This design comes from an exercise in tuning for small area on the open sky130 flow, not from production work. Function was checked by simulation only, so behaviour that the tests miss may differ from the original. Power is estimated from default activity; no workload was simulated.

== rev 12 ==
==> module periph_flc, before the edit <==
module periph_flc (
    input  wire        clk,
    input  wire        rst_n,
    input  wire        cmd_we,
    input  wire        addr_we,
    input  wire        data_we,
    input  wire        stat_we,
    input  wire [31:0] wdata,
    input  wire [15:0] rd_addr,
    output wire [13:0] fl_raddr,
    input  wire [31:0] fl_rdata,
    output wire [13:0] fl_waddr,
    output wire        fl_we,
    output wire [3:0]  fl_wstrb,
    output wire [31:0] fl_wdata,
    output wire        fl_erase_page,
    output wire        fl_erase_all,
    output wire [1:0]  rd_lane,
    output wire        busy_now_o,
    output wire [31:0] addr_reg,
    output wire [31:0] data_reg,
    output wire [12:0] stat
);
    reg        locked;
    reg        busy;
    reg        c_prog;       
    reg        c_wide;       
    reg [15:0] areg;
    reg [31:0] cur_data;
    reg [9:0]  cnt;
    reg [31:0] addr;
    reg [31:0] data;
    reg        eop, pgerr, lockerr, addrerr, cmderr, busyerr;
    localparam [9:0] CNT_END   = 10'd0;
    localparam [9:0] SEED_200  = 10'd154;
    localparam [9:0] SEED_1000 = 10'd8;
    localparam [9:0] SEED_5    = 10'd448;
    localparam [9:0] SEED_8    = 10'd568;
    wire [9:0] cnt_step = {cnt[8:0], ~(cnt[9] ^ cnt[6])};
    wire [3:0] w_op    = wdata[3:0];
    wire       w_hi0   = (wdata[31:4] == 28'd0);
    wire       w_lock  = w_hi0 && (w_op == 4'd1 || w_op == 4'd2);
    wire       w_mut   = w_hi0 && (w_op >= 4'd3 && w_op <= 4'd6);
    wire       in_win  = (addr[31:16] == 16'h0800);
    reg        w_addr_ok;
    always @(*) begin
        case (w_op[1:0])
            2'b11:   w_addr_ok = in_win && (addr[9:0] == 10'd0);    
            2'b01:   w_addr_ok = in_win && !addr[0];                
            2'b10:   w_addr_ok = in_win && (addr[1:0] == 2'b00);    
            default: w_addr_ok = 1'b1;                              
        endcase
    end
    reg [9:0] w_seed;
    always @(*) begin
        case (w_op[1:0])
            2'b11:   w_seed = SEED_200;
            2'b00:   w_seed = SEED_1000;
            2'b01:   w_seed = SEED_5;
            default: w_seed = SEED_8;
        endcase
    end
    wire complete = busy && (cnt == CNT_END);
    wire busy_now = busy && !complete;
    wire accept   = cmd_we && !busy_now && w_mut && !locked && w_addr_ok;
    assign fl_raddr = areg[15:2];
    assign fl_waddr = areg[15:2];
    wire lo_ok      = (fl_rdata[15:0]  == 16'hFFFF);
    wire hi_ok      = (fl_rdata[31:16] == 16'hFFFF);
    wire tgt_ok     = (lo_ok || (!c_wide &&  areg[1])) &&
                      (hi_ok || (!c_wide && !areg[1]));
    wire pg_fail    = c_prog && !tgt_ok;
    assign fl_we         = complete && c_prog && !pg_fail;
    assign fl_erase_page = complete && !c_prog && !c_wide;
    assign fl_erase_all  = complete && !c_prog && c_wide;
    assign fl_wstrb      = {{2{c_wide | areg[1]}}, {2{c_wide | !areg[1]}}};
    assign fl_wdata      = cur_data;
    assign rd_lane       = areg[1:0];
    always @(posedge clk) begin
        cnt <= accept ? w_seed : cnt_step;
        if (!busy_now) begin
            areg <= accept ? addr[15:0] : rd_addr;
        end
        if (accept) begin
            c_prog   <= w_op[2] && (w_op[1:0] != 2'b00);
            c_wide   <= w_op[2] && !w_op[0];
            cur_data <= {(w_op[1] ? data[31:16] : data[15:0]), data[15:0]};
        end
    end
    always @(posedge clk) begin
        if (!rst_n) begin
            locked    <= 1'b1;
            busy      <= 1'b0;
            addr      <= 32'd0;
            data      <= 32'd0;
            eop       <= 1'b0;
            pgerr     <= 1'b0;
            lockerr   <= 1'b0;
            addrerr   <= 1'b0;
            cmderr    <= 1'b0;
            busyerr   <= 1'b0;
        end else begin
            if (complete) begin
                if (pg_fail)
                    pgerr <= 1'b1;
                else
                    eop <= 1'b1;
                busy <= 1'b0;
            end
            if (cmd_we) begin
                if (busy_now)
                    busyerr <= 1'b1;
                else if (!w_lock && !w_mut)
                    cmderr <= 1'b1;
                else if (w_mut && locked)
                    lockerr <= 1'b1;
                else if (w_mut && !w_addr_ok)
                    addrerr <= 1'b1;
                else if (w_lock)
                    locked <= !w_op[0];
                else
                    busy <= 1'b1;
            end
            if (addr_we)
                addr <= wdata;
            if (data_we)
                data <= wdata;
            if (stat_we) begin
                if (wdata[2])  eop     <= 1'b0;
                if (wdata[8])  pgerr   <= 1'b0;
                if (wdata[9])  lockerr <= 1'b0;
                if (wdata[10]) addrerr <= 1'b0;
                if (wdata[11]) cmderr  <= 1'b0;
                if (wdata[12]) busyerr <= 1'b0;
            end
        end
    end
    assign busy_now_o = busy_now;
    assign addr_reg   = addr;
    assign data_reg   = data;
    assign stat       = {busyerr, cmderr, addrerr, lockerr, pgerr,
                         5'd0, eop, 1'b0, busy};
endmodule
==> flow/config.mk <==
export PLATFORM = sky130hd
export DESIGN_NAME = periph
export DESIGN_NICKNAME = periph
export VERILOG_FILES = /design/flow/design.v
export SDC_FILE = /design/flow/constraint.sdc
export NUM_CORES = 4
export LEC_CHECK = 0
export CAP_MARGIN = 20
export CORE_MARGIN = 2
export CORE_UTILIZATION = 40
export SLEW_MARGIN = 20
==> flow/constraint.sdc <==
create_clock -name core_clock -period 10.0 [get_ports {clk}]
set_input_delay 2.0000 -clock core_clock [delete_from_list [all_inputs] [get_ports {clk}]]
set_output_delay 2.0000 -clock core_clock [all_outputs]
set_load 0.01 [all_outputs]
standard.sh (not shown) runs the stock make flow with config.mk's settings and CLKGATE_MAP_FILE= SYNTH_SCRIPT=/design/flow/synth_recipe.tcl, a recipe that flattens the netlist after the stock synthesis.
==> flow/flow/run.sh <==
#!/bin/bash
# Layout flow: the standard layout on the standard synthesis, with
#  - the combinational logic of that synthesis re-mapped by ABC for area
#    (flip-flops untouched, same cells and names),
#  - the smallest buffer on every port,
#  - a clock tree of smaller buffers,
#  - no cells above x4 drive for the layout's repairs.
set -euo pipefail
cd "$(dirname "$0")/.."
W=$(pwd)
RES=$W/orfs/results/sky130hd/periph/base
LIB=$FLOW_HOME/platforms/sky130hd/lib/sky130_fd_sc_hd__tt_025C_1v80.lib
YOSYS=$(command -v yosys || echo $FLOW_HOME/../tools/install/yosys/bin/yosys)

export BUFFER_PORTS_ARGS="-buffer_cell sky130_fd_sc_hd__buf_1"
export CTS_ARGS="-sink_clustering_enable -repair_clock_nets -dont_use_dummy_load -buf_list sky130_fd_sc_hd__clkbuf_4 -sink_clustering_size 9 -sink_clustering_max_diameter 50"

bash standard.sh synth > flow_synth.log 2>&1

cp $RES/1_2_yosys.v $W/flow/std_1_2_yosys.v.txt
# several ABC scripts; keep the smallest netlist
best=""; best_area=""
for abc in flow/abc_*.abc; do
  n=$(basename $abc .abc)
  mkdir -p flow/$n
  sed -e "s|LIBFILE|$LIB|g" -e "s|NETLIST|$W/flow/std_1_2_yosys.v.txt|" \
      -e "s|ABCSCRIPT|$W/$abc|" -e "s|OUTFILE|$W/flow/$n/remap.v|" \
      flow/remap.ys > flow/$n/remap_run.ys
  if (cd flow/$n && $YOSYS -s remap_run.ys) > flow_remap_$n.log 2>&1; then
    a=$(grep "Chip area for module" flow/$n/post_stat.txt | grep -v sky130 | head -1 | awk '{print $NF}')
    echo "$n $a" >> flow_remap_areas.log
    if [[ -n "$a" ]] && { [[ -z "$best_area" ]] || python3 -c "import sys; sys.exit(0 if $a < $best_area else 1)"; }; then
      best=$n; best_area=$a
    fi
  fi
done
echo "best $best $best_area" >> flow_remap_areas.log
cp flow/$best/remap.v $RES/1_2_yosys.v
rm -f $RES/1_synth.odb $RES/1_synth.sdc

# the layout's repairs may not pick cells larger than the x4 buffer; the
# list also holds the platform's own don't-use cells, since a make
# command-line setting replaces the platform's list
DONT_USE="$(tr '\n' ' ' < flow/no_big_cells.txt)"
bash standard.sh "DONT_USE_CELLS=$DONT_USE" finish > flow_layout.log 2>&1
Other scripts of this flow, unchanged in this note and not shown: flow/flow/abc_a3.abc, flow/flow/abc_f20_3.abc, flow/flow/abc_f2_3.abc, flow/flow/abc_f4_3.abc, flow/flow/abc_f4_5.abc, flow/flow/abc_f4_6.abc, flow/flow/abc_f6_3.abc, flow/flow/abc_f6_6.abc, flow/flow/abc_f8_3.abc, flow/flow/abc_g10_6.abc, flow/flow/abc_g3_6.abc, flow/flow/no_big_cells.txt, flow/flow/remap.ys
Edits applied to the flow inputs when going from rev 12 to rev 13:
diff --git a/flow/design.v b/flow/design.v
--- a/flow/design.v
+++ b/flow/design.v
@@ -226,19 +226,18 @@
     reg        busy;
     reg        c_prog;       
     reg        c_wide;       
     reg [15:0] areg;
     reg [31:0] cur_data;
-    reg [9:0]  cnt;
+    reg [2:0]  pcnt;
     reg [31:0] addr;
     reg [31:0] data;
     reg        eop, pgerr, lockerr, addrerr, cmderr, busyerr;
     localparam [9:0] CNT_END   = 10'd0;
     localparam [9:0] SEED_200  = 10'd154;
     localparam [9:0] SEED_1000 = 10'd8;
-    localparam [9:0] SEED_5    = 10'd448;
-    localparam [9:0] SEED_8    = 10'd568;
+    wire [9:0] cnt      = cur_data[9:0];
     wire [9:0] cnt_step = {cnt[8:0], ~(cnt[9] ^ cnt[6])};
     wire [3:0] w_op    = wdata[3:0];
     wire       w_hi0   = (wdata[31:4] == 28'd0);
     wire       w_lock  = w_hi0 && (w_op == 4'd1 || w_op == 4'd2);
     wire       w_mut   = w_hi0 && (w_op >= 4'd3 && w_op <= 4'd6);
@@ -250,20 +249,12 @@
             2'b01:   w_addr_ok = in_win && !addr[0];                
             2'b10:   w_addr_ok = in_win && (addr[1:0] == 2'b00);    
             default: w_addr_ok = 1'b1;                              
         endcase
     end
-    reg [9:0] w_seed;
-    always @(*) begin
-        case (w_op[1:0])
-            2'b11:   w_seed = SEED_200;
-            2'b00:   w_seed = SEED_1000;
-            2'b01:   w_seed = SEED_5;
-            default: w_seed = SEED_8;
-        endcase
-    end
-    wire complete = busy && (cnt == CNT_END);
+    wire [9:0] w_seed = w_op[0] ? SEED_200 : SEED_1000;    
+    wire complete = busy && (c_prog ? (pcnt == 3'd0) : (cnt == CNT_END));
     wire busy_now = busy && !complete;
     wire accept   = cmd_we && !busy_now && w_mut && !locked && w_addr_ok;
     assign fl_raddr = areg[15:2];
     assign fl_waddr = areg[15:2];
     wire lo_ok      = (fl_rdata[15:0]  == 16'hFFFF);
@@ -276,18 +267,21 @@
     assign fl_erase_all  = complete && !c_prog && c_wide;
     assign fl_wstrb      = {{2{c_wide | areg[1]}}, {2{c_wide | !areg[1]}}};
     assign fl_wdata      = cur_data;
     assign rd_lane       = areg[1:0];
     always @(posedge clk) begin
-        cnt <= accept ? w_seed : cnt_step;
+        pcnt <= accept ? {1'b1, w_op[1], w_op[1]} : pcnt - 3'd1;
         if (!busy_now) begin
             areg <= accept ? addr[15:0] : rd_addr;
         end
         if (accept) begin
             c_prog   <= w_op[2] && (w_op[1:0] != 2'b00);
             c_wide   <= w_op[2] && !w_op[0];
-            cur_data <= {(w_op[1] ? data[31:16] : data[15:0]), data[15:0]};
+            cur_data <= {(w_op[1] ? data[31:16] : data[15:0]), data[15:10],
+                         (w_op[2] && (w_op[1:0] != 2'b00)) ? data[9:0] : w_seed};
+        end else if (!c_prog) begin
+            cur_data[9:0] <= cnt_step;
         end
     end
     always @(posedge clk) begin
         if (!rst_n) begin
             locked    <= 1'b1;
--- outcome ---
The final estimated routing congestion in global placement in rev 13 was lower than what rev 12 gave. Rev 13 vs. rev 12: transition time at the pin with the least slew margin went up by 0.086 ns. The worst-path maximum fanout in rev 13 was higher than what rev 12 gave. Logic gate share of total power up 0.4 points in rev 13 wrt rev 12. Compared with rev 12, rev 13 shows a sequential share of layout area that is 1.1 points lower. Comparing setup slack after layout for rev 13 and rev 12, the bigger number came from rev 12. Per the comparison of rev 13 with rev 12, synthesized cell count increased by 2.7% relative to the old numbers, inverter count increased by about 11% relative to the old numbers, met1 usage in global routing increased by 2.2 points relative to the old numbers, clock network power share decreased by 0.2 points relative to the old numbers, clock-buffer cell count decreased by 1 relative to the old numbers.

-- port drivers added, routing unchanged --
How much do the figures lean on ideal ports? The routed layouts below were timed once more, with nothing changed but the port constraints.
Step 1, drivers: a clkbuf_16 drives clk and a buf_2 each remaining input, both assumed.
Step 2, shift: input delay + t, output delay - t, t = (earliest + latest rising clock arrival at the registers) / 2. This alone moves slack from input paths to output paths.
Slacks: no drivers / after step 1 / after step 2; pairs: no drivers / after step 1.
| run | shift t [ns] | setup slack, ns | cell pins on the clock port's net |
|---|---|---|---|
| rev 12 | 0.714 | 4.314 / 4.290 / 3.912 | 1 |
| rev 13 | 0.702 | 3.962 / 3.979 / 3.278 | 1 |
After both steps every run listed still meets setup and hold. The setup slack of rev 13, which loses most, moves by +0.017 ns with the drivers and by -0.684 ns with both steps.
